Source: an optimization exercise on an open RTL-to-GDS flow (aim: small area, a short achievable clock period and few clock cycles per item). Production flows keep margins and buffers that such runs may drop.
Where RTL was checked, it was by simulation tests only, not by an equivalence proof against the original.
No functional check of the RTL was part of runs 1 to 3.
Power and IR drop assume default switching activity.

==> design/flow/design.v <==
module k2000_payload_codec (
    input  wire        clk,
    input  wire        rst,
    input  wire        cmd_valid,
    output wire        cmd_ready,
    input  wire        cmd_dir,       
    input  wire [3:0]  cmd_n,         
    input  wire [20:0] cmd_size,      
    input  wire        in_valid,
    output wire        in_ready,
    input  wire [7:0]  in_data,
    input  wire        in_last,
    output wire        out_valid,
    input  wire        out_ready,
    output wire [7:0]  out_data,
    output wire        out_last,
    output wire        done,
    output wire [2:0]  status,
    output wire [23:0] info_a,
    output wire [23:0] info_b
);
    localparam ST_OK       = 3'd0;
    localparam ST_BADWIDTH = 3'd1;
    localparam ST_CKSUM    = 3'd2;
    localparam ST_LENGTH   = 3'd3;
    localparam ST_MALFORM  = 3'd4;
    localparam ST_PADBITS  = 3'd5;
    reg         idle;        
    reg         run;         
    reg         drain;       
    reg         dv;          
    reg         pre;         
    reg         done_r;
    reg         in_rdy;
    reg         act;         
    reg         dir;
    reg         bad;
    reg  [2:0]  n;
    reg  [20:0] size;
    reg         padv;        
    reg         p7s;         
    reg  [2:0]  pad;         
    reg  [20:0] rcnt;        
    reg         rz;          
    reg         r1;          
    reg  [23:0] kcnt;        
    reg  [23:0] xreg;        
    reg  [7:0]  ebyte;       
    reg  [6:0]  sum;
    reg  [14:0] acc;         
    reg  [3:0]  cnt;         
    reg         first;       
    reg         over;        
    reg         mal;         
    reg         fresh;       
    reg         cks_sent;    
    reg  [2:0]  st;
    reg  [7:0]  od;
    reg         ov;
    reg         olast;
    assign cmd_ready = idle;
    assign in_ready  = in_rdy;
    assign out_valid = ov;
    assign out_data  = od;
    assign out_last  = olast;
    assign done      = done_r;
    assign status    = st;
    assign info_a    = xreg;
    assign info_b    = kcnt;
    function [2:0] m7add(input [2:0] a, input [2:0] b);
        reg [2:0] g, p;
        reg       c0, c1, c2;
        begin
            g  = a & b;
            p  = a ^ b;
            c0 = g[2] | (p[2] & g[1]) | (p[2] & p[1] & g[0]);
            c1 = g[0] | (p[0] & c0);
            c2 = g[1] | (p[1] & g[0]) | (p[1] & p[0] & c0);
            m7add = p ^ {c2, c1, c0};
        end
    endfunction
    wire [20:0] nsz  = ~cmd_size;
    wire [11:0] r7a  = {m7add(nsz[2:0], nsz[5:3]), m7add(nsz[8:6], nsz[11:9]),
                        m7add(nsz[14:12], nsz[17:15]), nsz[20:18]};
    wire [5:0]  r7b  = {m7add(acc[11:9], acc[8:6]), m7add(acc[5:3], acc[2:0])};
    wire [2:0]  r7   = m7add(acc[5:3], acc[2:0]);           
    wire [2:0]  pad7 = (r7 == 3'd7) ? 3'd0 : r7;
    wire [7:0]  nmask  = (8'd1 << n) - 8'd1;
    wire        adv    = !ov || out_ready;
    wire        take   = in_rdy && in_valid;
    wire        r2     = (rcnt == 21'd2);
    wire        dec    = run && !dir;
    wire        enc    = run && dir;
    wire        dat    = !rz && (!r1 || !cnt[3]);
    wire        d_pk   = dec && take && !in_last;           
    wire        d_end  = dec && take && in_last;            
    wire [2:0]  nm1    = n - 3'd1;
    wire [2:0]  padx   = (n == 3'd7) ? pad7 : (nm1 - pad);
    wire [2:0]  padq   = (n == 3'd7) ? ((r7 == 3'd7) ? 3'd1 : (r7 + 3'd1)) : ~pad;    
    wire        tk     = act && take && (dir || (!in_last && dat));
    wire [3:0]  n4     = {1'b0, n};
    wire [3:0]  thr    = 4'd8 - n4;                         
    wire [22:0] ya     = {acc, 8'd0} >> cnt;
    wire [7:0]  chunk  = in_data & nmask;
    wire [3:0]  ti     = dir ? {~cnt[3], cnt[2:0]} : (cnt + n4);
    wire [15:0] yi     = {(dir ? in_data : chunk), 8'd0} >> ti;
    wire [7:0]  ybyte  = ya[7:0] | (tk ? yi[7:0] : 8'd0);
    wire [3:0]  fb     = n4 - {1'b0, (padv ? pad : padx)};
    wire        ge_t   = dir || (!first && (cnt >= thr));
    wire        ge_0   = cnt[3];
    wire        emit   = act && adv && (tk ? ge_t : ge_0);
    wire [3:0]  c_te   = dir ? (cnt + thr) : (cnt - thr);    
    wire [3:0]  c_t    = dir ? {1'b1, cnt[2:0]} : (first ? fb : (cnt + n4));
    wire [3:0]  c_e    = dir ? (cnt - n4) : {1'b0, cnt[2:0]};
    wire [3:0]  cnt_n  = tk ? (emit ? c_te : c_t) : (emit ? c_e : cnt);
    wire        e_room = adv ? (tk ? !c_te[3] : (cnt < {1'b1, n})) : (!tk && !cnt[3]);
    wire        d_room = adv || (tk ? (c_t <= 4'd8) : (cnt <= 4'd8));
    wire [14:0] acc_t  = dir ? {acc[6:0], in_data} : ((acc << n) | {7'd0, chunk});
    wire [6:0]  addend = dir ? (fresh ? od[6:0] : 7'd0) : in_data[6:0];
    wire [6:0]  addsum = sum + addend;
    wire        e_cks  = enc && act && adv && rz && (cnt == thr) && !cks_sent;
    wire        e_end  = enc && ov && olast && out_ready;
    wire        e_bend = enc && bad && rz;
    wire        d_malb  = (in_data & ~nmask) != 8'd0;
    wire [7:0]  padmask = nmask & ~((8'd1 << (n - pad)) - 8'd1);
    wire        pad_bad = (ebyte & padmask) != 8'd0;
    wire        cks_ok  = (in_data == {1'b0, sum});
    wire        len_ok  = !over && (rz || (r1 && cnt[3]));
    wire [2:0]  d_code  = bad      ? ST_BADWIDTH :
                          !cks_ok  ? ST_CKSUM    :
                          !len_ok  ? ST_LENGTH   :
                          mal      ? ST_MALFORM  :
                          pad_bad  ? ST_PADBITS  : ST_OK;
    wire        r_dec  = dir ? (enc && take) : emit;
    wire        r_nz_n = r_dec ? !(rz || r1) : !rz;
    wire [4:0]  dstep  = acc[4:0];                          
    wire        dv_sz  = (dstep < 5'd21);
    wire        dv_last = (dstep == 5'd23);
    wire        dv_bit = dv_sz ? size[20] : nm1[2'd3 - dstep[1:0]];
    wire [3:0]  dv_rt  = {pad, dv_bit};
    wire        dv_ge  = (dv_rt >= {1'b0, n});
    wire [2:0]  dv_rem = dv_ge ? (dv_rt[2:0] - n) : dv_rt[2:0];
    wire        cn_bad = (cmd_n == 4'd0) || cmd_n[3];
    wire        cn_div = (cmd_n == 4'd3) || (cmd_n == 4'd5) || (cmd_n == 4'd6);
    wire        cn_7   = (cmd_n == 4'd7);
    always @(posedge clk) begin
        if (rst) begin
            idle   <= 1'b1;
            run    <= 1'b0;
            drain  <= 1'b0;
            dv     <= 1'b0;
            pre    <= 1'b0;
            done_r <= 1'b0;
            in_rdy <= 1'b0;
            act    <= 1'b0;
            ov     <= 1'b0;
        end else begin
            done_r <= 1'b0;
            if (idle && cmd_valid) begin
                idle   <= 1'b0;
                run    <= !cn_div;
                dv     <= cn_div;
                pre    <= cn_div;
                act    <= !(cn_div || cn_7 || cn_bad);
                in_rdy <= !(cn_div || cn_7) && (!cmd_dir || (cmd_size != 21'd0));
            end
            if (run && !padv && (p7s || !dir))
                act <= 1'b1;
            if (emit || e_cks)
                ov <= 1'b1;
            else if (out_ready)
                ov <= 1'b0;
            if (run) begin
                if (dir)
                    in_rdy <= (padv || p7s) && r_nz_n && (!act || e_room);
                else
                    in_rdy <= !(take && in_last) && (!act || d_room);
            end
            if (d_end) begin
                run <= 1'b0;
                if (d_code == ST_OK) begin
                    if (rz && adv) begin
                        done_r <= 1'b1;
                        act    <= 1'b0;
                    end else
                        drain <= 1'b1;
                end else begin
                    ov  <= 1'b0;
                    act <= 1'b0;
                    if (d_code == ST_LENGTH)
                        dv <= 1'b1;
                    else
                        done_r <= 1'b1;
                end
            end
            if (drain && rz && adv) begin
                drain  <= 1'b0;
                act    <= 1'b0;
                done_r <= 1'b1;
            end
            if (e_end) begin
                run    <= 1'b0;
                act    <= 1'b0;
                done_r <= 1'b1;
            end
            if (e_bend) begin
                run    <= 1'b0;
                done_r <= 1'b1;
            end
            if (dv && dv_last) begin
                dv  <= 1'b0;
                pre <= 1'b0;
                if (pre)
                    run <= 1'b1;
                else
                    done_r <= 1'b1;
            end
            if (done_r)
                idle <= 1'b1;
        end
    end
    always @(posedge clk) begin
        if (idle && cmd_valid) begin
            dir      <= cmd_dir;
            n        <= cmd_n[2:0];
            bad      <= cn_bad;
            size     <= cmd_size;
            rcnt     <= cmd_size;
            rz       <= (cmd_size == 21'd0);
            r1       <= (cmd_size == 21'd1);
            padv     <= !(cn_div || cn_7);
            p7s      <= !cn_7;
            pad      <= 3'd0;
            kcnt     <= 24'd0;
            xreg     <= 24'd0;
            ebyte    <= 8'd0;
            sum      <= 7'd0;
            acc      <= cn_div ? 15'd0 : {3'd0, r7a};
            cnt      <= cmd_dir ? (4'd8 - cmd_n) : 4'd0;
            first    <= 1'b1;
            over     <= 1'b0;
            mal      <= 1'b0;
            fresh    <= 1'b0;
            cks_sent <= 1'b0;
            st       <= ST_OK;
        end
        if (run && !padv && !p7s) begin
            p7s <= 1'b1;
            acc <= {9'd0, r7b};
        end
        if (run && !padv && p7s) begin
            padv <= 1'b1;
            pad  <= padx;
            acc  <= 15'd0;
            if (dir)
                cnt <= {1'b0, padq};
        end
        if (act) begin
            cnt <= cnt_n;
            if (tk)
                acc <= acc_t;
            if (emit) begin
                od    <= dir ? (ybyte & nmask) : ybyte;
                olast <= !dir && r1;
            end
        end
        if (dir ? (enc && fresh) : d_pk)
            sum <= addsum;
        if (enc)
            fresh <= emit;
        if (e_cks) begin
            od       <= {1'b0, addsum};
            olast    <= 1'b1;
            cks_sent <= 1'b1;
        end
        if (d_pk && !bad) begin
            if (kcnt != 24'hFFFFFF)
                kcnt <= kcnt + 24'd1;
            first <= 1'b0;
            if (first || (!mal && d_malb))
                ebyte <= in_data;
            if (!mal && d_malb) begin
                mal  <= 1'b1;
                xreg <= kcnt;
            end
            if (!dat)
                over <= 1'b1;
        end
        if (r_dec) begin
            rcnt <= rcnt - 21'd1;
            rz   <= r1;
            r1   <= r2;
        end
        if (d_end) begin
            st <= d_code;
            if (!bad) begin
                if (!cks_ok)
                    xreg <= {16'd0, in_data};
                kcnt <= !cks_ok ? {17'd0, sum} :
                        !len_ok ? kcnt :
                        mal     ? {16'd0, ebyte} : 24'd0;
            end
            if (d_code == ST_LENGTH) begin
                acc <= 15'd0;
                pad <= 3'd0;
            end
        end
        if (e_bend)
            st <= ST_BADWIDTH;
        if (dv) begin
            pad  <= dv_rem;
            if (!pre)
                xreg <= {xreg[22:0], dv_ge};
            if (dv_sz)
                size <= {size[19:0], size[20]};
            acc[4:0] <= dstep + 5'd1;
        end
    end
endmodule
==> design/flow/flow/run.sh <==
#!/bin/bash
# Standard ORFS layout (the standard.sh, its synthesis unchanged) with a
# tighter timing-repair target and buf_2 port buffers. The clock period and
# SDC are the standard flow's own (constraint.sdc).
set -euo pipefail
bash standard.sh \
  "SETUP_SLACK_MARGIN=6.3" \
  "BUFFER_PORTS_ARGS=-buffer_cell sky130_fd_sc_hd__buf_2" \
  finish > standard.log 2>&1
==> design/flow/standard.sh <==
#!/bin/bash
# synth_recipe.tcl (not shown) runs the flow's synth.tcl, then flattens the netlist and writes it again
# the make line also repeats each setting of config.mk as NAME=value (left out here)
make -C /OpenROAD-flow-scripts/flow DESIGN_CONFIG=/design/flow/config.mk WORK_HOME=/design/flow/orfs CLKGATE_MAP_FILE= SYNTH_SCRIPT=/design/flow/synth_recipe.tcl "${@:-finish}"
==> design/flow/config.mk <==
export PLATFORM = sky130hd
export DESIGN_NAME = k2000_payload_codec
export DESIGN_NICKNAME = k2000_payload_codec
export VERILOG_FILES = /design/flow/design.v
export SDC_FILE = /design/flow/constraint.sdc
export NUM_CORES = 4
export LEC_CHECK = 0
export CAP_MARGIN = 20
export CORE_MARGIN = 2
export CORE_UTILIZATION = 40
export CTS_BUF_LIST = sky130_fd_sc_hd__clkbuf_4 sky130_fd_sc_hd__clkbuf_8
export CTS_CLUSTER_SIZE = 20
export SETUP_SLACK_MARGIN = 5
export SLEW_MARGIN = 20
==> design/flow/constraint.sdc <==
create_clock -name core_clock -period 10.0 [get_ports {clk}]
set_input_delay 2.0000 -clock core_clock [delete_from_list [all_inputs] [get_ports {clk}]]
set_output_delay 2.0000 -clock core_clock [all_outputs]
set_load 0.01 [all_outputs]
==> run notes, run 1 <==
Yosys:
- The number of distinct standard cells referenced by the synthesized netlist is 80.
- The synthesized instance count is 1579.
- The post-synthesis sequential element count is 162.
- Among all flip-flop cells after synthesis, the most frequent one is dfxtp_1.
- The number of nets handed over by synthesis was ~1700.
- The sequential element share of the synthesized area is 0.309.
- The synthesized design contains 71 enable-type register cells.
- After synthesis, the share of flip-flops with an asynchronous set or reset is 0.
- The count of synthesis-stage warnings from yosys is 1.
- The synthesized area per cell is 8.11 um2.
- The summed instance area of the synthesized netlist is 12800 um2.

Drt:
- For this run, design rule violations remaining after detail routing come to 0.
- The via-per-instance ratio is 6.15.
- The first detailed-routing pass took 9 iterations.
- The routed wirelength normalized by instance count is 21.3 um.
- The routed design has 44.7 mm of wire.
- For this block, the initial DRC count from the detailed router was 1258.
- The via count of the routed design is around 13000.
- The count of nets left with antenna violations after detail routing is 0.

CTS:
- The number of buffers on the longest clock path is 2.
- The CTS H-tree depth is 4.
- Clock tree synthesis selected as its root buffer the cell clkbuf_8.
- The clock drives 162 sinks.
- The clock slew at the register clock pins of the worst setup and hold paths is 110 ps.
- The clock tree from TritonCTS is done.
- The clock latency on the worst-skew pair is 510 ps.
- The number of clock buffers added by TritonCTS is 17.

Critical path:
- STA classifies the critical path endpoint as a flop.
- The worst reg2reg path startpoint is acc[4].
- STA puts the critical path data required time at 10400 ps.
- The launching instance or port of the critical path is acc[4].
- The destination of the critical timing path is in_rdy.
- The endpoint identified for the worst register-to-register timing path is in_rdy.
- The peak fanout along the critical path is 2.
- The start-to-end type of the worst setup path is reg2reg.
- Across all register-to-register paths, the minimum setup slack is ~6000 ps.
- The data arrival time of the critical path is 4260 ps.
- For the worst flop-to-flop path, the logic depth is 18.
- The startpoint kind of the worst setup timing path is a flop.

Die:
- The total die area is 33500 um2.
- Measured along the x axis, the die boundary spans 183 um.
- The total area inside the core boundary comes to 31600 um2.
- Pin placement for this block handled 104 I/O pins.
- The overall die height is 183 um.
- The initial cell density of the core is 0.406.
- The floorplan has 65 rows.

Finish:
- Counting the fill cells in the layout gives 3096.
- In the final layout, the share of cells above drive strength 1 is 0.204.
- The number of antenna cells inserted is 0.
- Compared with the post-synthesis result, the final layout area differs by 17.3%.
- The final-stage net count is 1792.

Timing:
- The actual transition at the worst max-transition pin is 896 ps.
- The final number of setup-violating endpoints is 0.
- The clock period could shrink to between 3000 and 4000 ps.
- The max-slew violation count came to 0.
- The post-route clock skew is 22.4 ps.
- Measured against its own limit, the worst slew margin works out to 0.401.
- Setup repair after global routing could not meet its margin everywhere.
- The number of hold-slack violations in the final timing report is 0.
- For this run, the top clock speed supported by timing is 259 MHz.
- Summed over all failing endpoints, the final setup total negative slack is 0 ps.
- In the finished design, the share of the clock period the worst path needs comes to 0.386.

Placement:
- The count of input and output buffers is 103.
- The routability congestion estimate is 0.942.
- The wire-length estimate of the detail-placed layout is approximately 31 mm.

Global route:
- The sum of overflow across all layers after global routing is 0.
- For this run, the total global-route usage over all layers was measured as 0.263.
- The first global-routing pass estimated 68.7 mm of wire.
- The initial antenna violation count is 0.
- The pin count of the biggest net entering global routing is 70.
- The number of global-route vias before repair is 12000.

Power:
- The leakage power of the design is 6.33 nW.
- Across the VDD grid, the largest voltage drop is 0.103 mV.
- The cell area power density is 166 nW/um2.
- Summing internal, switching and leakage power gives 2.49 mW.

Hold path:
- The type of the tightest min-delay check is reg2reg.

Outcome:
- The flow ran to the end and the layout has no timing, DRC or antenna violations.

Flow run:
- The count of max-cap constraint violations is 0.
-- per-layer routing --
| layer | share of wire | vias to the layer above | global-route usage | wire, um |
|---|---|---|---|---|
| met4 | 0.037 | 0 | 0.0979 | 1630 |
| met2 | 0.46 | 548 | 0.430 | 20600 |
| li1 | - | 5935 | - | - |
| met1 | 0.44 | 6271 | 0.353 | 19500 |
| met5 | 0 | - | 0 | 0 |
| met3 | 0.066 | 104 | 0.0387 | 2940 |
-- logic make-up after synthesis --
logic type      count (synthesis)  share of synthesized area
xor+xnor                       69                     0.0483
mux                            87                     0.0799
buf+inv                       175                     0.0549
compound gates                433                      0.216
flops                         162                      0.309
simple gates                  578                      0.211
fa+ha+maj                      75                     0.0815
-- cell usage in the layout (no fill, tap or decap), drive strengths merged, types with 8 or more instances in the layout --
cell	netlist	routed
nand2	207	208
buf	19	179
nor2	144	144
a21oi	115	115
o21ai	94	94
dfxtp	91	91
edfxtp	71	71
inv	68	71
mux2i	64	64
ha	61	61
nand3	46	46
nor3	44	45
a31oi	41	41
xor2	35	35
and2	34	34
xnor2	33	33
a21o	27	27
o211ai	23	23
clkbuf	87	18
nand4	17	17
a22oi	17	17
nor4	17	17
nand2b	16	16
a211oi	15	15
o22ai	14	14
fa	14	14
mux2	12	12
mux4	11	11
or3	11	11
o31ai	9	9
clkinvlp	0	8
a311oi	8	8
-- power breakdown --
part,leakage (nW),internal [mW],switching (mW),total (mW)
Clock,0.178,0.178,0.298,0.476
Combinational,4.65,0.501,0.642,1.14
Sequential,1.50,0.767,0.101,0.868
Total,6.33,1.45,1.04,2.49
-- critical path, cell delays in order, from the launching register on --
cell	delay (ps)
dfxtp_4	370
ha_4	240
a21o_1	160
a21oi_2	180
fa_2	260
xor2_2	200
inv_2	70
ha_4	180
ha_4	170
nor3_4	180
a21oi_2	70
mux2i_2	230
ha_2	240
fa_2	450
a211oi_2	250
a21oi_2	70
nand3_1	120
a41o_1	230
a311oi_1	90
-- Yosys cell counts, drive strengths merged, types with 16 or more instances --
cell	n	area, um2
a21o	27	203
a21oi	115	579
a22oi	17	128
a31oi	41	257
and2	34	213
buf	19	118
clkbuf	87	327
dfxtp	91	1820
edfxtp	71	2130
ha	61	763
inv	68	255
mux2i	64	641
nand2	207	777
nand2b	16	100
nand3	46	230
nand4	17	106
nor2	144	559
nor3	44	225
nor4	17	106
o211ai	23	173
o21ai	94	470
xnor2	33	289
xor2	35	307
-- state kept, by name (all words and copies together) (netlist names), 3 cells and up --
name	cells
st	3
od	8
pad	3
acc	15
xreg	24
kcnt	24
ebyte	8
size	21
n	3
sum	7
cnt	4
rcnt	21
-- final cells by class --
| type | instances | area, um2 | area share |
|---|---|---|---|
| Clock inverter | 15 | 123 | 0.00817 |
| Timing Repair Buffer | 180 | 1200 | 0.0797 |
| Timing Repair inverter | 1 | 7.51 | 0.000500 |
| Tap cell | 402 | 503 | 0.0335 |
| Multi-Input combinational cell | 1246 | 8700 | 0.579 |
| Sequential cell | 162 | 3980 | 0.265 |
| Inverter | 69 | 280 | 0.0187 |
| Clock buffer | 17 | 234 | 0.0156 |
-- metrics by stage --
| stage | hold WS [ps] | util | cells | setup WS (ps) | area (um2) |
|---|---|---|---|---|---|
| 2_1_floorplan | 423 | - | 1579 | 6070 | 13100 |
| 6_report | 452 | 0.476 | 2092 | 6140 | 15000 |
| 4_1_cts | 458 | 0.468 | 2077 | 6160 | 14800 |
| 5_1_grt | 473 | 0.476 | 2092 | 5970 | 15000 |
| 3_3_place_gp | 436 | 0.433 | 1993 | 4590 | 13700 |
| 3_5_place_dp | 436 | 0.433 | 1993 | 4590 | 13700 |
-- worst min-delay path by stage --
| stage | start | endpoint | slack [ps] | depth (start not counted) |
|---|---|---|---|---|
| after CTS | done_r | idle | 460 | 2 |
| after global routing | cks_sent | cks_sent | 470 | 2 |
| after global placement | cks_sent | cks_sent | 440 | 2 |
| after detailed placement | done_r | idle | 440 | 2 |
| final | done_r | idle | 450 | 2 |
| after floorplan | cks_sent | cks_sent | 420 | 2 |
-- repair_timing --
item | in CTS | in global routing
hold buffers | 0 | 0
gates cloned | 5 | 1
buffers inserted | 47 | 14
gates resized for setup | 81 | 27
pin swaps | 24 | 17
endpoints found under the setup margin | 173 | 120
==> inputs of run 2 (changes only) <==
==> design/flow/flow/run.sh (replaced) <==
#!/bin/bash
# Standard ORFS layout (the standard.sh, its synthesis unchanged) with a
# tighter timing-repair target and buf_1 port buffers. The clock period and
# SDC are the standard flow's own (constraint.sdc).
set -euo pipefail
bash standard.sh \
  "SETUP_SLACK_MARGIN=6.3" \
  "BUFFER_PORTS_ARGS=-buffer_cell sky130_fd_sc_hd__buf_1" \
  finish > standard.log 2>&1
==> run notes, run 2 <==
Yosys:
- The cell area that synthesis handed to floorplanning was 12800 um2.
- The cell taking the most area after synthesis is edfxtp_1.
- Among all cell types in the netlist, the one instantiated most often is nand2_1.
- For this run, the number of Yosys warnings is 1.
- Synthesis handed over a netlist of 1579 instances.
- Of the post-synthesis cell area, the dominant cell type holds 0.167.
- The area fraction in and, or, nand and nor cells after synthesis is 0.211.
- The post-synthesis xor/xnor area fraction is 0.0483.
- Ranked by instance count, the synthesized netlist is headed by 207 x nand2_1, 142 x nor2_1, 114 x a21oi_1, 91 x dfxtp_1, 87 x clkbuf_1.
- Counting every net in the synthesized netlist gives 1694.
- The largest family of logic cells by synthesized area is compound AO/OA/AOI/OAI gates.
- Sorting the synthesized cells by area gives the leading types as edfxtp_1 17%, dfxtp_1 14%, nand2_1 6.1%.
- Counting distinct cell types in the post-synthesis netlist gives 80.
- Among all flip-flop cells after synthesis, the most frequent one is dfxtp_1.
- Of the post-synthesis cell area, the part taken by muxes is 0.0799.
- The number of synthesized flops with an enable pin is just over 70.
- The share of synthesized flip-flops with an asynchronous set or reset is 0.
- The area share of fa/ha/maj cells after synthesis is 0.0815.
- The post-synthesis sequential element count is approximately 160.
- The synthesized area per cell is 8.11 um2.
- The complex-gate fraction of the synthesized area was 0.216.
- The sequential element share of the synthesized area is 0.309.

Power:
- The cell area power density is 166 nW/um2.
- The total power is 2.48 mW.
- Summed over all cells, the static leakage comes to 6.01 nW.
- Across the VDD grid, the largest voltage drop is 0.112 mV.

Drt:
- The count of nets left with antenna violations after detail routing is 0.
- The residual DRC count is 0.
- Dividing the detail-routed via count by the number of cells gives just over 6.
- The final layout contains routed wiring with a total length of 44.7 mm.
- The number of iterations in the first detailed-routing pass is 6.
- The routed wirelength normalized by instance count is around 21 um.
- The via count of the routed design is 12700.
- For this block, the initial DRC count from the detailed router was 1304.

Flow run:
- The count of max-cap constraint violations is 0.

Global route:
- The total routing usage reported by global routing is 0.262.
- The first global-routing pass estimated 68.6 mm of wire.
- The pin count of the biggest net entering global routing is between 70 and 80.
- The number of global-route vias before repair was about 12000.
- The sum of overflow across all layers after global routing is 0.
- The initial antenna violation count was 2.

Placement:
- Port buffering added 103 buffers.
- Routability-driven placement finished with a final weighted congestion of 0.947.
- The placed instances occupy a cell area of 13600 um2.
- Summed over all nets, the half-perimeter wirelength after detailed placement is 31.4 mm.
- After detailed placement, the design holds a cell count of 1994.

Timing:
- The worst hold slack is 463 ps.
- The upper clock frequency limit is between 200 and 300 MHz.
- Of the available clock period, the critical path in the final layout requires 0.386.
- The tightest slew margin relative to the limit is 0.376.
- The routed design could run at a clock period as short as 3860 ps.
- On the final layout, the worst clock skew is roughly 24 ps.
- The total negative setup slack is 0 ps.
- The max-slew violation count is 0.
- Setup repair after global routing could not meet its margin everywhere.
- The number of hold-slack violations in the final timing report was 0.
- For the pin with the worst max-slew slack, the measured transition is 928 ps.
- Setup violations remaining at the end of the flow were counted as 0.

Critical path:
- The worst setup path is captured at a flop.
- Data arrives at the worst endpoint at about 4300 ps.
- The critical path is of the reg2reg type.
- On the critical path, the stage with the largest delay is an instance of fa_2.
- Walking the worst path, the cells encountered are ha_4 > a21o_1 > a21oi_2 > fa_2 > inv_2 > ha_4 > inv_2 > ha_2 > nand2b_4 > o211ai_1 > o21ai_1 > mux2i_1 > ha_1 > xnor2_2 > nand2_1 > o21ai_2 > a21boi_2 > nand3_2 > a41o_1 > a311oi_2.
- The peak fanout along the critical path is 2.
- Data on the critical path is required at its endpoint by 10410 ps.
- The worst setup path is launched from a flop.
- The maximum cell stage delay along the critical path is 470 ps.

Die:
- The number of cell rows is 65.
- In this run the standard cell core region covers 31600 um2.
- During I/O placement, the number of pins put on the boundary was 104.
- The die is approximately 180 um wide.
- The overall die height is 183 um.
- The total die area is 33500 um2.
- The initial cell density of the core is 0.406.

Finish:
- The share of cells above drive strength 1 is 0.155.
- The area growth from synthesis to layout is 16.8%.
- The final-stage net count is 1784.
- The count of cells in the finished layout, fillers not included, comes to ~2100.
- The multi-input combinational cells in the finished layout cover a total of a little under 9000 um2.
- The sequential standard cell area is 3970 um2.
- The area of all placed cells without fillers is about 15000 um2.
- In the layout the commonest cells are 201 x nand2_1, 138 x nor2_1, 104 x a21oi_1, 88 x buf_1, 85 x dfxtp_1.
- The most common cell after layout, fill and taps aside is nand2_1.
- The largest registers in the layout are kcnt: 24 flops, xreg: 24 flops.
- The fill cell total of the finished layout is 3025.

CTS:
- The clock tree from TritonCTS is done.
- The clock passes through at most 2 buffers.
- The number of hold buffers added after CTS was 0.
- The later pin in the worst-skew pair is clocked with a latency of 500 ps.
- The tree is rooted in a clkbuf_8.
- Clock tree synthesis found a total of 162 sinks.
- The CTS buffer count is 17.
- The CTS H-tree depth is 4.
- The clock slew at the register clock pins of the worst setup and hold paths is 90 ps.

Outcome:
- The flow ran to the end and the layout has no timing, DRC or antenna violations.

Hold path:
- The type of the tightest min-delay check is reg2reg.
==> run 2: cell counts after synthesis <==
No cell type changed its count.
==> run 2: per-stage QoR <==
step / setup slack [ps] / utilization
2_1_floorplan: 6070 / -
3_3_place_gp: 4520 / 0.430
3_5_place_dp: 4450 / 0.430
4_1_cts: 6070 / 0.463
5_1_grt: 6010 / 0.474
6_report: 6140 / 0.474
==> run 2: logic make-up after synthesis <==
group / after synthesis
buffers and inverters: 175
muxes: 87
and+or+nand+nor: 578
adders and majority gates: 75
AOI/OAI and AO/OA: 433
xor gates and xnor gates: 69
DFF: 162
==> run 2: what timing repair did <==
| action | CTS | global route |
|---|---|---|
| endpoints found under the setup margin | 173 | 138 |
| gates cloned | 5 | 3 |
| gates resized for setup | 71 | 52 |
| pin swaps | 25 | 30 |
| setup buffers | 35 | 15 |
| hold endpoints to repair | 0 | 0 |
==> run 2: cell type report <==
cell class | instances | share of cell area
Multi-Input combinational cell | 1247 | 0.586
Sequential cell | 162 | 0.266
Timing Repair Buffer | 171 | 0.0685
Tap cell | 402 | 0.0336
Inverter | 69 | 0.0187
Clock buffer | 19 | 0.0171
Clock inverter | 13 | 0.00995
Timing Repair inverter | 1 | 0.000502
Antenna cell | 1 | 0.000167
==> run 2: report_power, final <==
group / switching [mW] / internal [mW]
Clock: 0.282 / 0.237
Combinational: 0.626 / 0.462
Sequential: 0.103 / 0.767
==> run 2: worst paths after layout <==
check	from	to	slack, ps	cells past startpoint
setup / recovery	acc[1]	in_rdy	6140	20
hold reg to reg	xreg[21]	xreg[22]	460	2
hold / removal	xreg[21]	xreg[22]	460	2
setup reg to reg	acc[1]	in_rdy	6140	20
==> run 2: layer usage <==
metal,global-route usage,part of all wire,vias to the layer above
met2,0.423,0.46,505
met1,0.350,0.43,6132
met4,0.108,0.039,0
li1,-,-,5924
met3,0.0439,0.067,107
met5,0,0,-
==> run 2: worst max-delay path: cells and delay by family (launching register included) <==
kind,cells,cell delay (ps)
AOI/OAI and AO/OA,8,1310
xor gates and xnor gates,1,170
adders and majority gates,5,1320
buffers and inverters,2,110
DFF,1,370
muxes,1,160
and+or+nand+nor,3,330
==> inputs of run 3 (changes only) <==
--- a/design/flow/flow/run.sh
+++ b/design/flow/flow/run.sh
@@ -6,3 +6,3 @@
 bash standard.sh \
-  "SETUP_SLACK_MARGIN=6.3" \
+  "SETUP_SLACK_MARGIN=6.2" \
   "BUFFER_PORTS_ARGS=-buffer_cell sky130_fd_sc_hd__buf_1" \
==> run notes, run 3 <==
Placement:
- Before CTS, the worst setup slack after placement is between 4000 and 5000 ps.
- The count of input and output buffers is 103.
- Routability-driven placement finished with a final weighted congestion of between 0.9 and 1.
- The placed wire-length estimate after detailed placement is slightly above 30 mm.
- The instance count after placement with tap cells included is roughly 2000.

Finish:
- The finished layout holds 2086 standard cells, fillers aside.
- In the final design database the tool counted 1786 nets.
- The share of cells above drive strength 1 is 0.135.
- The library cell used most frequently in the layout, excluding fill and tap cells, is nand2_1.
- Fill cells in the final layout number 3121.
- In the layout the commonest cells are 201 x nand2_1, 142 x nor2_1, 106 x a21oi_1, 98 x buf_1, 85 x dfxtp_1.
- From synthesis to final layout, the design area changed by 15.7%.
- 0 antenna diodes ended up in the layout.
- In the final layout, the registers with the most flip-flops are kcnt: 24 flops, xreg: 24 flops.

Global route:
- For this run the aggregate overflow at the end of global routing stands at 0.
- The initial antenna violation count is 1.
- Entering global routing, the biggest net connects 81 pins.
- The first global-routing pass estimated between 60 and 70 mm of wire.
- The number of global-route vias before repair is around 12000.
- Across every metal layer, demand over resource in global routing totals 0.262.

Critical path:
- At the worst endpoint, the required time is 10360 ps.
- For the worst flop-to-flop path, the logic depth is 24.
- The critical path in this run is classified as reg2reg.
- The launching instance or port of the critical path is acc[4].
- The peak fanout along the critical path is 2.
- The reg-to-reg critical path endpoint is pad[2].
- The data arrival time of the critical path is ~4300 ps.
- The internal reg-to-reg setup slack is approximately 6000 ps.
- The destination of the critical timing path is pad[2].
- The startpoint identified for the worst register-to-register timing path is acc[4].
- The startpoint kind of the worst setup timing path is a flop.
- STA classifies the critical path endpoint as a flop.

Die:
- Pin placement for this block handled approximately 100 I/O pins.
- The core region is 31600 um2.
- For this configuration, the core starts out at a cell density of 0.406.
- The overall die height is approximately 180 um.
- The floorplan has 65 rows.
- The die covers 33500 um2.
- The die is 183 um wide.

CTS:
- The clock slew at the register clock pins of the worst setup and hold paths is 120 ps.
- TritonCTS built the clock tree.
- For this design, the CTS-stage hold fixing added 0 buffers.
- The CTS H-tree depth is 4.
- No sink is reached through more buffers than the 2 on the longest clock path.
- The clock drives 162 sinks.
- The later pin in the worst-skew pair is clocked with a latency of approximately 500 ps.
- The clock root buffer master is clkbuf_8.
- Clock tree synthesis inserted a total of 17 buffers.

Yosys:
- The sequential element share of the synthesized area is 0.309.
- Counting every instance in the synthesized netlist gives 1579.
- The synthesized area per cell is 8.11 um2.
- The fraction of post-synthesis cell area in the top cell type by area is 0.167.
- The post-synthesis sequential element count is around 160.
- The cell with the most instances after synthesis is nand2_1.
- In the post-synthesis netlist, the biggest area contributors are edfxtp_1 17%, dfxtp_1 14%, nand2_1 6.1%.
- The number of different library cells used by synthesis comes to 80.
- Synthesis produced a netlist with a net count of 1694.
- The most used flip-flop cell after synthesis is dfxtp_1.
- The mapped netlist covers 12800 um2.
- In this run, synthesis inferred just over 70 flip-flops with an integrated enable.
- The cell taking the most area after synthesis is edfxtp_1.
- The count of synthesis-stage warnings from yosys is 1.
- The share of synthesized flip-flops with an asynchronous set or reset is 0.
- Ranked by instance count, the synthesized netlist is headed by 207 x nand2_1, 142 x nor2_1, 114 x a21oi_1, 91 x dfxtp_1, 87 x clkbuf_1.

Timing:
- The total negative setup slack is 0 ps.
- Setup repair after global routing could not meet its margin everywhere.
- The final critical delay including setup and external delays is 3940 ps.
- The max-slew violation count is 0.
- At the pin with the least slew margin, the transition time is ~900 ps.
- The final period utilization is 0.394.
- The least setup slack across all paths after layout is 6060 ps.
- Hold is met by 451 ps.
- The number of hold-slack violations in the final timing report is 0.
- In this run the tightest slew margin relative to its limit is 0.399.
- On the final layout, the worst clock skew is roughly 23 ps.
- The final number of setup-violating endpoints is 0.
- The upper clock frequency limit is 254 MHz.

Drt:
- The starting DRC count in detailed routing is roughly 1100.
- The number of iterations in the first detailed-routing pass is 6.
- The via count of the routed design is 12700.
- The routed wirelength normalized by instance count is between 20 and 25 um.
- The count of nets left with antenna violations after detail routing is 0.
- The residual DRC count is 0.
- Dividing the detail-routed via count by the number of cells gives ~6.1.
- Summed over all layers, the routed wires come to 44.8 mm.

Power:
- The leakage power of the design is 5.96 nW.
- VDD sags by at most 0.0856 mV.
- The total power is ~2.5 mW.
- For this design the ratio of total power to cell area is 168 nW/um2.

Hold path:
- The type of the tightest min-delay check is reg2reg.

Flow run:
- The count of max-cap constraint violations is 0.

Outcome:
- The flow ran to the end and the layout has no timing, DRC or antenna violations.
-- run 3: cell counts after synthesis --
Identical to the previous run, type by type.
-- run 3: timing repair --
action / in CTS / in global routing
setup buffers: 42 / 11
pin swaps: 22 / 13
resized for setup: 64 / 39
setup endpoints to repair: 172 / 124
cloned: 5 / 1
-- run 3: final cells by class --
type / instances / area [um2] / area share
timing repair buffer: 174 / 1000 / 0.0675
clock inverter: 13 / 120 / 0.00811
tap: 402 / 503 / 0.0339
multi-input combinational: 1246 / 8680 / 0.586
sequential: 162 / 3970 / 0.268
inverter: 69 / 274 / 0.0185
timing repair inverter: 1 / 7.51 / 0.000507
clock buffer: 19 / 255 / 0.0172
-- run 3: critical path: stages, from the launching register on --
cell and delay, ps:
dfxtp_4 370, ha_4 240, a21o_1 160, a21oi_2 140, fa_2 470, inv_2 90, ha_4 150, inv_2 50
ha_4 140, nand2b_4 130, o211ai_1 100, o21ai_1 120, buf_4 160, buf_4 120, buf_4 130, buf_4 120
buf_4 130, buf_4 130, buf_4 130, buf_4 130, buf_4 130, buf_4 120, buf_6 110, a31oi_4 150
o31ai_1 90
-- run 3: logic make-up (layout without fill, tap and decap cells) --
| kind of cell | count (synthesis) | in the layout | share of synthesized area |
|---|---|---|---|
| AOI/OAI and AO/OA | 433 | 435 | 0.216 |
| xor gates and xnor gates | 69 | 69 | 0.0483 |
| adders and majority gates | 75 | 75 | 0.0815 |
| buffers and inverters | 175 | 276 | 0.0549 |
| DFF | 162 | 162 | 0.309 |
| muxes | 87 | 87 | 0.0799 |
| and+or+nand+nor | 578 | 580 | 0.211 |
-- run 3: routing by layer --
metal,vias to the layer above,part of all wire,track usage,wire [um]
met5,-,0.00027,0,12
met4,2,0.040,0.103,1790
met3,113,0.063,0.0344,2840
met2,519,0.46,0.429,20700
met1,6174,0.43,0.352,19500
li1,5937,-,-,-
-- run 3: where the power goes --
group / total [mW] / leakage [nW] / internal [mW] / switching, mW
clock: 0.495 / 0.190 / 0.191 / 0.304
sequential: 0.877 / 1.50 / 0.767 / 0.111
combinational: 1.12 / 4.27 / 0.487 / 0.638
total: 2.50 / 5.96 / 1.44 / 1.05
-- run 3: worst min path at each step --
stage / start / endpoint / slack, ps / cells past startpoint
after floorplan: cks_sent / cks_sent / 420 / 2
after global placement: over / over / 430 / 2
after detailed placement: over / over / 440 / 2
after CTS: xreg[9] / xreg[10] / 450 / 2
after global routing: xreg[9] / xreg[10] / 490 / 2
final: xreg[9] / xreg[10] / 450 / 2
-- run 3: metrics by stage --
step | instance area [um2] | utilization
floorplan | 12900 | -
global placement | 13500 | 0.427
detailed placement | 13500 | 0.427
CTS | 14500 | 0.460
global route | 14800 | 0.470
finish | 14800 | 0.470
==> inputs of run 4 (changes only) <==
--- a/design/flow/design.v
+++ b/design/flow/design.v
@@ -96,5 +96,2 @@
     wire        d_end  = dec && take && in_last;            
-    wire [2:0]  nm1    = n - 3'd1;
-    wire [2:0]  padx   = (n == 3'd7) ? pad7 : (nm1 - pad);
-    wire [2:0]  padq   = (n == 3'd7) ? ((r7 == 3'd7) ? 3'd1 : (r7 + 3'd1)) : ~pad;    
     wire        tk     = act && take && (dir || (!in_last && dat));
@@ -107,3 +104,3 @@
     wire [7:0]  ybyte  = ya[7:0] | (tk ? yi[7:0] : 8'd0);
-    wire [3:0]  fb     = n4 - {1'b0, (padv ? pad : padx)};
+    wire [3:0]  fb     = n4 - {1'b0, pad};                   
     wire        ge_t   = dir || (!first && (cnt >= thr));
@@ -138,2 +135,3 @@
     wire        dv_last = (dstep == 5'd23);
+    wire [2:0]  nm1    = n - 3'd1;
     wire        dv_bit = dv_sz ? size[20] : nm1[2'd3 - dstep[1:0]];
@@ -142,2 +140,4 @@
     wire [2:0]  dv_rem = dv_ge ? (dv_rt[2:0] - n) : dv_rt[2:0];
+    wire [2:0]  padx   = (n == 3'd7) ? pad7 : (nm1 - pad);
+    wire [2:0]  padq   = (n == 3'd7) ? ((r7 == 3'd7) ? 3'd1 : (r7 + 3'd1)) : ~pad;    
     wire        cn_bad = (cmd_n == 4'd0) || cmd_n[3];
@@ -166,3 +166,3 @@
             end
-            if (run && !padv && (p7s || !dir))
+            if (run && !padv && p7s)
                 act <= 1'b1;
@@ -176,3 +176,3 @@
                 else
-                    in_rdy <= !(take && in_last) && (!act || d_room);
+                    in_rdy <= (padv || p7s) && !(take && in_last) && (!act || d_room);
             end
--- a/design/flow/flow/run.sh
+++ b/design/flow/flow/run.sh
@@ -6,3 +6,3 @@
 bash standard.sh \
-  "SETUP_SLACK_MARGIN=6.2" \
+  "SETUP_SLACK_MARGIN=6.3" \
   "BUFFER_PORTS_ARGS=-buffer_cell sky130_fd_sc_hd__buf_1" \
==> run notes, run 4 <==
Timing:
- Setup repair after global routing could not meet its margin everywhere.
- The upper clock frequency limit is ~270 MHz.
- The final critical delay including setup and external delays is 3680 ps.
- Setup violations remaining at the end of the flow were counted as 0.
- In the finished design, the share of the clock period the worst path needs comes to 0.368.
- The post-route clock skew is roughly 17 ps.
- For the final routed database, the setup TNS stands at 0 ps.
- The number of hold-slack violations in the final timing report is 0.
- The actual transition at the worst max-transition pin is around 1100 ps.
- The max-slew violation count is 0.
- The tightest slew margin relative to the limit is 0.288.

Power:
- The cell area power density is 165 nW/um2.
- The switching fraction of total power is 0.415.
- The proportion of power drawn by combinational gates is 0.413.
- The share of total power dissipated in sequential elements is 0.366.
- Internal power comes to between 1 and 1.5 mW.
- The total net switching power is around 1 mW.
- The worst-case vdd ir drop is 0.0859 mV.
- The analysis attributes to cell leakage a power of between 5 and 6 nW.
- Of the total power, the clock network draws 0.221.

Yosys:
- The number of different library cells used by synthesis comes to 91.
- The sequential element share of the synthesized area is 0.311.
- The commonest register cell after synthesis is dfxtp_1.
- After synthesis the netlist holds a flip-flop and latch count of 162.
- The most common cell in the synthesized netlist is nand2_1.
- The count of synthesis-stage warnings from yosys is 1.
- The cell area that synthesis handed to floorplanning was ~13000 um2.
- The largest total area in the synthesized netlist belongs to edfxtp_1.
- Sorting the synthesized cells by how often they occur yields 229 x nand2_1, 156 x nor2_1, 137 x a21oi_1, 115 x o21ai_0, 91 x dfxtp_1.
- Yosys attributes the largest share of cell area to edfxtp_1 17%, dfxtp_1 14%, nand2_1 6.8%.
- The fraction of post-synthesis cell area in the top cell type by area is 0.168.
- Counting every net in the synthesized netlist gives between 1500 and 2000.
- Counting flops with an async set or reset pin after synthesis yields a share of 0.
- In this run, synthesis inferred 71 flip-flops with an integrated enable.
- The average instance in the mapped netlist occupies 7.92 um2.
- Synthesis produced 1606 cells.

CTS:
- At the later pin of the worst-skew pair, clock insertion delay measures around 500 ps.
- After clock tree synthesis, the clock-pin slew on the worst setup and hold paths is approximately 100 ps.
- The CTS H-tree depth is 4.
- The cell sitting at the root of the clock tree is a clkbuf_8.
- The post-cts hold buffer count is 0.
- Clock tree synthesis found a total of 162 sinks.
- TritonCTS built the clock tree.
- The CTS buffer count is 17.
- The clock passes through at most 2 buffers.

Die:
- The overall die height is 182 um.
- The initial cell density of the core is 0.405.
- After floorplanning, the core was sized to cover 31400 um2.
- The number of I/O pins is 104.
- The number of cell rows is 65.
- The total die area is 33200 um2.
- The horizontal die dimension is 182 um.

Critical path:
- In this run the worst setup path terminates at od[4].
- The required time at the worst-slack endpoint is 10350 ps.
- Along the worst path, the maximum fanout reaches 6.
- The largest individual stage delay along the critical path comes from the cell or4_1.
- STA classifies the critical path startpoint as a primary input.
- Walking the worst path, the cells encountered are buf_1 > inv_1 > o21ai_0 > ha_1 > a21oi_2 > xnor2_2 > o21ai_2 > or4_1 > o22ai_1.
- The startpoint identified for the worst register-to-register timing path is n[0].
- The maximum cell stage delay along the critical path is 400 ps.
- The start-to-end type of the worst setup path is in2reg.
- The worst register-to-register path ends at od[2].
- The endpoint kind of the worst setup timing path is a flop.
- The worst register-to-register path has a depth of 14.
- At the worst endpoint, the arrival time is 4030 ps.
- Tracing the worst setup path back leads to its startpoint at in_data[3].
- The internal reg-to-reg setup slack is 6360 ps.

Drt:
- The routed wire length is 43.6 mm.
- The number of iterations in the first detailed-routing pass is 5.
- Once detail routing completed, the nets flagged for antenna violations numbered 0.
- The residual DRC count is 0.
- The via count of the routed design is 12800.
- The routed wirelength normalized by instance count is 20.7 um.
- After the first detailed-routing iteration, the DRC count stood at 1237.
- Using the TritonRoute via totals, the vias-per-cell ratio works out to 6.10.

Finish:
- The area growth from synthesis to layout is 15.1%.
- The library cell used most frequently in the layout, excluding fill and tap cells, is nand2_1.
- The share of cells above drive strength 1 is 0.122.
- The final-stage net count is between 1500 and 2000.
- The fill cell total of the finished layout is 3116.
- At the end of the flow the core is filled with cells to 0.466.
- In the final layout, the registers with the most flip-flops are kcnt: 24 flops, xreg: 24 flops.
- The library cells used most frequently in the layout, excluding fill and tap cells, are 225 x nand2_1, 154 x nor2_1, 133 x a21oi_1, 113 x o21ai_0, 92 x buf_1.

Global route:
- The initial antenna violation count was 3.
- For this run, the total global-route usage over all layers was measured as 0.256.
- After global routing the overflow that remains totals 0.
- The global-route wire length before repair is 67.3 mm.
- The number of global-route vias before repair was 11900.
- Entering global routing, the biggest net connects 66 pins.

Hold path:
- The path class of the tightest hold or removal check is reg2reg.

Flow run:
- The count of max-cap constraint violations is 0.

Outcome:
- The run finished with no timing, DRC or antenna violations.

Placement:
- The routability congestion estimate is just over 0.9.
- The placed wire-length estimate after detailed placement is 30.4 mm.
- The count of input and output buffers is 103.
run 4: how the worst min path moves through the flow:
stage,from,to,slack (ps),cells past startpoint
global route,size[17],size[17],490,2
floorplan,over,over,430,2
finish,over,over,470,2
detailed placement,over,over,450,2
global placement,over,over,440,2
CTS,over,over,470,2
run 4: logic make-up after synthesis:
kind of cell | count (synthesis) | share of synthesized area
AO/OA/AOI/OAI | 471 | 0.233
XOR/XNOR | 69 | 0.0475
adder cells (fa/ha/maj) | 73 | 0.0795
buffers and inverters | 167 | 0.0518
flip-flops | 162 | 0.311
multiplexers | 56 | 0.0538
AND/OR/NAND/NOR | 608 | 0.223
run 4: critical path: cells and delay by family:
kind | cells | cell delay [ps]
buffers and inverters | 2 | 440
xor gates and xnor gates | 1 | 170
adders and majority gates | 1 | 330
and+or+nand+nor | 1 | 400
AOI/OAI and AO/OA | 4 | 690
run 4: through the flow:
stage          hold slack [ps]  instance area, um2  power [mW]  std cells  setup WS [ps]
6_report                   470               14600        2.42       2105           6320
2_1_floorplan              426               12900        1.55       1606           6030
5_1_grt                    492               14600        2.55       2105           6250
4_1_cts                    473               14200        2.37       2079           6290
3_3_place_gp               437               13500        1.79       2023           5350
3_5_place_dp               449               13500        1.80       2023           5260
run 4: layout make-up:
class	count	area, um2	area share
inverters	64	269	0.0184
flip-flops and latches	162	3950	0.270
repair buffers	161	932	0.0637
clock buffers	17	234	0.0160
multi-input cells	1283	8570	0.585
well taps	402	503	0.0344
clock inverters	15	173	0.0118
diodes	1	2.50	0.000171
run 4: what timing repair did:
action,4_1_cts,5_1_grt
setup buffers,19,22
pin swaps,11,18
gates resized for setup,37,44
setup endpoints to repair,169,118
cloned,5,3
run 4: routing by layer:
layer  track usage  vias to the layer above  wire [um]
met5             0                        -         13
met4        0.0926                        2       1170
met3        0.0447                       77       3020
met2         0.421                      523      20600
met1         0.340                     6241      18800
li1              -                     5988          -
run 4: power groups by stage:
stage               logic, mW  registers, mW  clock network [mW]
detailed placement      0.905          0.896                   0
finish                  0.998          0.886               0.533
floorplan               0.704          0.842                   0
global placement        0.897          0.895                   0
global route             1.10          0.894               0.562
CTS                     0.945          0.881               0.539
Testbench counts of run 4, summed over its fixed seeds: cycles 55,644, items 27,958.
==> inputs of run 5 (changes only) <==
--- a/design/flow/config.mk
+++ b/design/flow/config.mk
@@ -12,2 +12,3 @@
 export CTS_CLUSTER_SIZE = 20
+export PLACE_DENSITY = 0.8
 export SETUP_SLACK_MARGIN = 5
==> run notes, run 5 <==
Critical path:
- The maximum cell stage delay along the critical path is a little under 400 ps.
- STA classifies the critical path endpoint as a flop.
- The peak fanout along the critical path is 6.
- Walking the worst path, the cells encountered are buf_6 > a22o_1 > ha_2 > fa_2 > a21o_1 > a21oi_4 > xnor2_2 > o21ai_2 > or4_1 > o22ai_1.
- For the worst setup path, the data required time is 10330 ps.
- Data arrives at the worst endpoint at 4070 ps.
- The start-to-end type of the worst setup path is in2reg.
- The cell type of the slowest stage on the worst timing path is or4_1.
- STA classifies the critical path startpoint as a primary input.

Die:
- The horizontal die dimension is 182 um.
- The number of cell rows is 65.
- During I/O placement, the number of pins put on the boundary was 104.
- Measured along the y axis, the die boundary spans 182 um.
- The total die area is 33200 um2.
- The core area is 31400 um2.
- The initial cell density of the core is 0.405.

CTS:
- The CTS H-tree depth is 4.
- The CTS buffer count is 17.
- The post-cts hold buffer count is 0.
- The clock root buffer master is clkbuf_8.
- The number of clock sinks is 162.
- The number of buffers on the longest clock path is 2.
- The clock latency on the worst-skew pair is 490 ps.
- TritonCTS built the clock tree.
- The clock slew at the register clock pins of the worst setup and hold paths is 110 ps.

Drt:
- The via-per-instance ratio is around 6.1.
- The residual DRC count is 0.
- The number of iterations in the first detailed-routing pass is 6.
- Detailed routing inserted a total of 12800 vias.
- The starting DRC count in detailed routing is 1128.
- Summed over all layers, the routed wires come to a little over 40 mm.
- The count of nets left with antenna violations after detail routing is 0.
- In the final routed layout, each cell accounts on average for 19.9 um.

Yosys:
- The commonest cells after synthesis are 229 x nand2_1, 156 x nor2_1, 137 x a21oi_1, 115 x o21ai_0, 91 x dfxtp_1.
- The count of synthesis-stage warnings from yosys is 1.
- Each instance of the synthesized netlist takes up on average 7.92 um2.
- The share of synthesized area in the top cell type comes to 0.168.
- In the synthesized netlist, the number of instances is 1606.
- The post-synthesis sequential element count is 162.
- The summed instance area of the synthesized netlist is 12700 um2.
- The sequential element share of the synthesized area is 0.311.
- The cell with the most instances after synthesis is nand2_1.
- The cell taking the most area after synthesis is edfxtp_1.
- Counting every net in the synthesized netlist gives 1719.
- The share of synthesized flip-flops with an asynchronous set or reset is 0.
- Among all flip-flop cells after synthesis, the most frequent one is dfxtp_1.
- Yosys mapped a number of flops with a built-in enable equal to 71.
- Yosys attributes the largest share of cell area to edfxtp_1 17%, dfxtp_1 14%, nand2_1 6.8%.
- The number of distinct standard cells referenced by the synthesized netlist is about 90.

Placement:
- Once placement finished, the instance area stood at 13400 um2.
- After detailed placement, the design holds a cell count of just over 2000.
- Summed over all nets, the half-perimeter wirelength after detailed placement is 29.9 mm.
- The routability congestion estimate is 0.948.
- The count of input and output buffers is 103.

Timing:
- The final period utilization is 0.374.
- The upper clock frequency limit is 267 MHz.
- The number of hold-slack violations in the final timing report is 0.
- The tightest slew margin relative to the limit is 0.389.
- The total negative setup slack is 0 ps.
- The final critical delay including setup and external delays is 3740 ps.
- The max-slew violation count is 0.
- For the pin with the worst max-slew slack, the measured transition is between 900 and 1000 ps.
- Clock skew on the completed layout was measured at 22.5 ps.
- Setup violations remaining at the end of the flow were counted as 0.
- Setup repair after global routing could not meet its margin everywhere.

Hold path:
- The path class of the tightest hold or removal check is reg2reg.

Finish:
- The area of the multi-input gates is 8490 um2.
- Relative to the synthesized area, the layout overhead comes to 13.1%.
- In the layout the commonest cells are 223 x nand2_1, 155 x nor2_1, 132 x a21oi_1, 113 x o21ai_0, 92 x buf_1.
- The layout has 3058 filler cells.
- The count of cells in the finished layout, fillers not included, comes to 2086.
- The largest registers in the layout are kcnt: 24 flops, xreg: 24 flops.
- Leaving out fill and tap cells, the most frequent cell in the layout is nand2_1.
- The final core utilization is 0.458.
- Once layout is done, the placed cells without fillers occupy approximately 14000 um2.
- Registers take 3950 um2.
- The share of cells above drive strength 1 is 0.111.
- The final-stage net count is between 1500 and 2000.

Power:
- Power spread over the standard cell area amounts to approximately 170 nW/um2.
- VDD sags by at most 0.0943 mV.
- For this design the static power due to leakage is 5.60 nW.

Global route:
- The total routing usage reported by global routing is 0.242.
- The initial antenna violation count was 1.
- The sum of overflow across all layers after global routing is 0.
- Entering global routing, the biggest net connects 74 pins.
- The number of global-route vias before repair is 11900.
- The first global-routing pass estimated 64.6 mm of wire.

Outcome:
- The flow ran to the end and the layout has no timing, DRC or antenna violations.

Flow run:
- The tool flagged a number of max-cap violations equal to 0.
[run 5: cell types whose count changed in the layout (fill, tap and decap cells not counted), moves of 3 or more]
cell,delta
buf_2,+4
buf_4,-16
clkinv_2,-3
clkinv_8,+3
inv_6,+3
[run 5: final cells by class]
class / instances / area share
Inverter: 64 / 0.0184
Multi-Input combinational cell: 1280 / 0.591
Antenna cell: 2 / 0.000348
Tap cell: 402 / 0.0350
Timing Repair Buffer: 144 / 0.0515
Clock buffer: 17 / 0.0163
Clock inverter: 15 / 0.0129
Sequential cell: 162 / 0.275
[run 5: worst max-delay path: cells and delay by family]
kind            cells  cell delay, ps
simple gates        1             390
xor+xnor            1             170
fa+ha+maj           2             550
buf+inv             1             110
compound gates      5             840
[run 5: report_power, final]
part	switching, mW	leakage [nW]	internal [mW]
combinational	0.578	3.89	0.403
sequential	0.118	1.50	0.765
clock	0.305	0.210	0.213
[run 5: layer usage]
layer	GRT usage	up-vias	part of all wire
met5	0	-	0
met4	0.0984	0	0.039
met3	0.0423	117	0.082
met2	0.396	681	0.46
met1	0.318	6081	0.41
li1	-	5945	-
[run 5: cell families after synthesis]
kind of cell	share of synthesized area
XOR/XNOR	0.0475
flip-flops	0.311
AND/OR/NAND/NOR	0.223
buffers and inverters	0.0518
multiplexers	0.0538
AO/OA/AOI/OAI	0.233
adder cells (fa/ha/maj)	0.0795
[run 5: final timing paths]
path	from	to	slack, ps	cells after the start
worst max-delay path	in_data[0]	od[4]	6260	10
worst min register to register	xreg[17]	xreg[18]	480	2
worst max register to register	n[0]	od[6]	6340	11
worst min-delay path	xreg[17]	xreg[18]	480	2
[run 5: stage by stage]
| step | setup slack [ps] | total power, mW | hold WS, ps |
|---|---|---|---|
| 2_1_floorplan | 6030 | 1.55 | 426 |
| 3_3_place_gp | 5300 | 1.78 | 438 |
| 3_5_place_dp | 5080 | 1.80 | 446 |
| 4_1_cts | 6260 | 2.33 | 482 |
| 5_1_grt | 6190 | 2.51 | 492 |
| 6_report | 6260 | 2.38 | 482 |
[run 5: timing repair]
| action | CTS | global route |
|---|---|---|
| resized for setup | 24 | 42 |
| buffers inserted | 18 | 11 |
| pin swaps | 10 | 9 |
| endpoints found under the hold margin | 0 | 0 |
| cloned | 1 | 2 |
| endpoints found under the setup margin | 174 | 92 |
==> inputs of run 6 (changes only) <==
--- a/design/flow/flow/run.sh
+++ b/design/flow/flow/run.sh
@@ -6,3 +6,3 @@
 bash standard.sh \
-  "SETUP_SLACK_MARGIN=6.3" \
+  "SETUP_SLACK_MARGIN=6.45" \
   "BUFFER_PORTS_ARGS=-buffer_cell sky130_fd_sc_hd__buf_1" \
--- a/design/flow/config.mk
+++ b/design/flow/config.mk
@@ -12,3 +12,2 @@
 export CTS_CLUSTER_SIZE = 20
-export PLACE_DENSITY = 0.8
 export SETUP_SLACK_MARGIN = 5
==> run notes, run 6 <==
CTS:
- The number of clock sinks is between 150 and 200.
- The CTS buffer count is 17.
- Buffers inserted to repair hold after CTS numbered 0.
- The root buffer cell chosen for the clock tree is clkbuf_8.
- The clock latency on the worst-skew pair is 500 ps.
- The clock slew at the register clock pins of the worst setup and hold paths is 90 ps.
- The number of buffers on the longest clock path is 2.
- The CTS H-tree depth is 4.
- The clock tree from TritonCTS is done.

Finish:
- In the layout the commonest cells are 221 x nand2_1, 147 x nor2_1, 123 x a21oi_1, 91 x dfxtp_1, 86 x o21ai_0.
- The area growth from synthesis to layout is 18.7%.
- Leaving out fill and tap cells, the most frequent cell in the layout is nand2_1.
- The share of cells above drive strength 1 is 0.161.
- The largest registers in the layout are kcnt: 24 flops, xreg: 24 flops.
- The final-stage net count is 1811.

Power:
- The share of total power dissipated in combinational logic is 0.413.
- Of the total power, the share spent switching nets is 0.397.
- The cell area power density is 166 nW/um2.
- IR analysis of the VDD net gives a maximum drop of around 0.1 mV.
- The total net switching power is 994 uW.
- The sequential group share of total power is 0.353.
- In this run the static leakage power is 5.87 nW.
- The internal power of the cells totals around 1.5 mW.
- The proportion of power drawn by the clock network is 0.234.

Die:
- The initial cell density of the core is 0.405.
- The overall die height is 182 um.
- The floorplan has 65 rows.
- The number of I/O pins is 104.
- The floorplan step set the die width to between 150 and 200 um.
- The core region is 31400 um2.
- The total die area is between 30000 and 40000 um2.

Critical path:
- The start-to-end type of the worst setup path is in2reg.
- STA classifies the critical path startpoint as a primary input.
- The maximum cell stage delay along the critical path is 390 ps.
- The required time at the worst-slack endpoint is 10340 ps.
- The number of buffers and inverters on the critical path is 1.
- The critical path goes through buf_12 > a22o_4 > ha_4 > fa_2 > a21o_1 > a21oi_4 > xnor2_2 > o21ai_2 > or4_1 > o22ai_1.
- Of all nets on the critical path, the largest fanout is 2.
- The data arrival time of the critical path is 3970 ps.
- The cell family contributing the most delay on the critical path is compound AO/OA/AOI/OAI gates.
- The cell type of the slowest stage on the worst timing path is or4_1.
- The endpoint kind of the worst setup timing path is a flop.

Yosys:
- The commonest register cell after synthesis is dfxtp_1.
- The synthesized instance count is between 1500 and 2000.
- Synthesis produced a netlist with a net count of 1719.
- The cell with the most instances after synthesis is nand2_1.
- The commonest cells after synthesis are 229 x nand2_1, 156 x nor2_1, 137 x a21oi_1, 115 x o21ai_0, 91 x dfxtp_1.
- Averaged over all synthesized cells, the footprint is about 8 um2.
- Yosys attributes the largest share of cell area to edfxtp_1 17%, dfxtp_1 14%, nand2_1 6.8%.
- The share of synthesized flip-flops with an asynchronous set or reset is 0.
- The mapped netlist covers 12700 um2.
- For this run, the number of Yosys warnings is 1.
- The post-synthesis sequential element count is 162.
- The synthesized design spends more area on one cell type than any other, namely edfxtp_1.
- The share of the Yosys chip area taken by registers is 0.311.
- The synthesized design contains 71 enable-type register cells.
- The fraction of post-synthesis cell area in the top cell type by area is 0.168.
- The number of distinct standard cells referenced by the synthesized netlist is 91.

Drt:
- After detailed routing, the total wire length is between 40 and 50 mm.
- The routed wirelength normalized by instance count is around 21 um.
- The starting DRC count in detailed routing is 1061.
- The pre-antenna-repair detailed-routing pass consisted of 8 iterations.
- The residual DRC count is 0.
- Across all layers, the routed design uses 12700 vias.
- The count of nets left with antenna violations after detail routing is 0.
- The via-per-instance ratio is 6.02.

Global route:
- After global routing the overflow that remains totals 0.
- The initial antenna violation count was 1.
- The total routing usage reported by global routing is 0.260.
- The number of global-route vias before repair was 12100.
- The global-route wire length before repair is around 68 mm.
- Entering global routing, the biggest net connects 67 pins.

Hold path:
- The type of the tightest min-delay check is reg2reg.

Timing:
- The worst hold slack is 475 ps.
- The post-route clock skew is 22.3 ps.
- Setup violations remaining at the end of the flow were counted as 0.
- Setup repair after global routing could not meet its margin everywhere.
- The tightest slew margin relative to the limit is 0.276.
- The total negative setup slack is 0 ps.
- For the pin with the worst max-slew slack, the measured transition is 1080 ps.
- Dividing the final minimum period by the clock period gives 0.363.
- Timing would allow up to 276 MHz.
- The max-slew violation count is 0.
- The number of hold-slack violations in the final timing report is 0.
- The final critical delay including setup and external delays is between 3000 and 4000 ps.

Flow run:
- The tool flagged a number of max-cap violations equal to 0.

Placement:
- Summed over all nets, the half-perimeter wirelength after detailed placement is about 30 mm.
- The routability congestion estimate is 0.913.
- The count of input and output buffers is 103.

Outcome:
- The flow ran to the end and the layout has no timing, DRC or antenna violations.
[run 6: cell types whose count changed in the layout (fill, tap and decap cells not counted), moves of 8 or more]
cell	before	now
a21oi_1	132	123
buf_1	92	84
buf_4	36	55
nor2_1	155	147
o21ai_0	113	86
o21ai_1	7	33
[run 6: what timing repair did]
action                     4_1_cts  5_1_grt
resized for setup               52       59
cloned                           7        2
setup buffers                   31       19
pin swaps                       25       20
setup endpoints to repair      172      102
[run 6: worst paths after layout]
path	from	endpoint	slack (ps)	depth (start not counted)
max	in_data[0]	od[4]	6370	10
min	xreg[16]	xreg[17]	480	2
max reg2reg	n[0]	rcnt[17]	6500	13
min reg2reg	xreg[16]	xreg[17]	480	2
[run 6: layout make-up]
class                      instances  area [um2]
sequential                       162        3950
clock inverter                    12         203
multi-input combinational       1284        8870
antenna                            1        2.50
clock buffer                      20         256
fill                            3116       16300
timing repair buffer             169        1050
tap                              402         503
inverter                          64         265
[run 6: worst min-delay path: stages, from the launching register on]
cell and delay (ps):
dfxtp_1 330, nand2_1 50, o21ai_1 50
[run 6: power by group through the flow]
| stage | clock network [mW] | registers (mW) | logic [mW] |
|---|---|---|---|
| global placement | 0 | 0.902 | 0.906 |
| finish | 0.584 | 0.884 | 1.03 |
| global route | 0.617 | 0.892 | 1.13 |
| floorplan | 0 | 0.843 | 0.723 |
| CTS | 0.590 | 0.879 | 0.983 |
| detailed placement | 0 | 0.903 | 0.916 |
[run 6: cell families after synthesis]
| kind of cell | Yosys count | synth area share |
|---|---|---|
| and+or+nand+nor | 608 | 0.223 |
| buffers and inverters | 167 | 0.0518 |
| adders and majority gates | 73 | 0.0795 |
| DFF | 162 | 0.311 |
| AOI/OAI and AO/OA | 471 | 0.233 |
| muxes | 56 | 0.0538 |
| xor gates and xnor gates | 69 | 0.0475 |
[run 6: per-stage QoR]
step	setup slack, ps	cell area [um2]	cells	total power [mW]	utilization
2_1_floorplan	6030	13300	1606	1.57	-
3_3_place_gp	5250	13700	2022	1.81	0.436
3_5_place_dp	5150	13700	2022	1.82	0.436
4_1_cts	6370	14700	2092	2.45	0.468
5_1_grt	6310	15100	2114	2.64	0.481
6_report	6370	15100	2114	2.50	0.481
[run 6: routing by layer]
layer,routed length (um),global-route usage
met1,19100,0.337
met2,20900,0.435
met3,2840,0.0503
met4,1070,0.0855
met5,0,0

port drivers added, routing unchanged:
The flow's constraints put no driver on any port. The routed layouts listed below were extracted and timed again, unchanged, in two steps.
Step 1: set_driving_cell puts a clkbuf_16 on clk and a buf_2 on each other input, an assumption about the parent block.
Step 2, shift: input delay + t, output delay - t, t = (earliest + latest rising clock arrival at the registers) / 2. This alone moves slack from input paths to output paths.
Slacks: ideal ports / drivers / drivers and shift; pairs: ideal ports / drivers.
run	t (ns)	setup slack, ns	latest minus earliest clock arrival (ns)	worst slew at a driven data input, ns
run 1	0.550	6.137 / 6.137 / 5.871	0.023 / 0.023	0.08
run 2	0.536	6.138 / 6.138 / 5.785	0.023 / 0.024	0.08
run 3	0.532	6.061 / 6.061 / 5.708	0.023 / 0.023	0.08
run 4	0.546	6.321 / 6.341 / 5.796	0.019 / 0.019	0.08
run 5	0.523	6.257 / 6.271 / 5.748	0.024 / 0.024	0.11
run 6	0.540	6.373 / 6.366 / 5.826	0.022 / 0.023	0.07
After both steps every run listed still meets setup and hold. For run 6, which loses most, drivers alone change the setup slack by -0.007 ns; drivers and shift together by -0.547 ns.
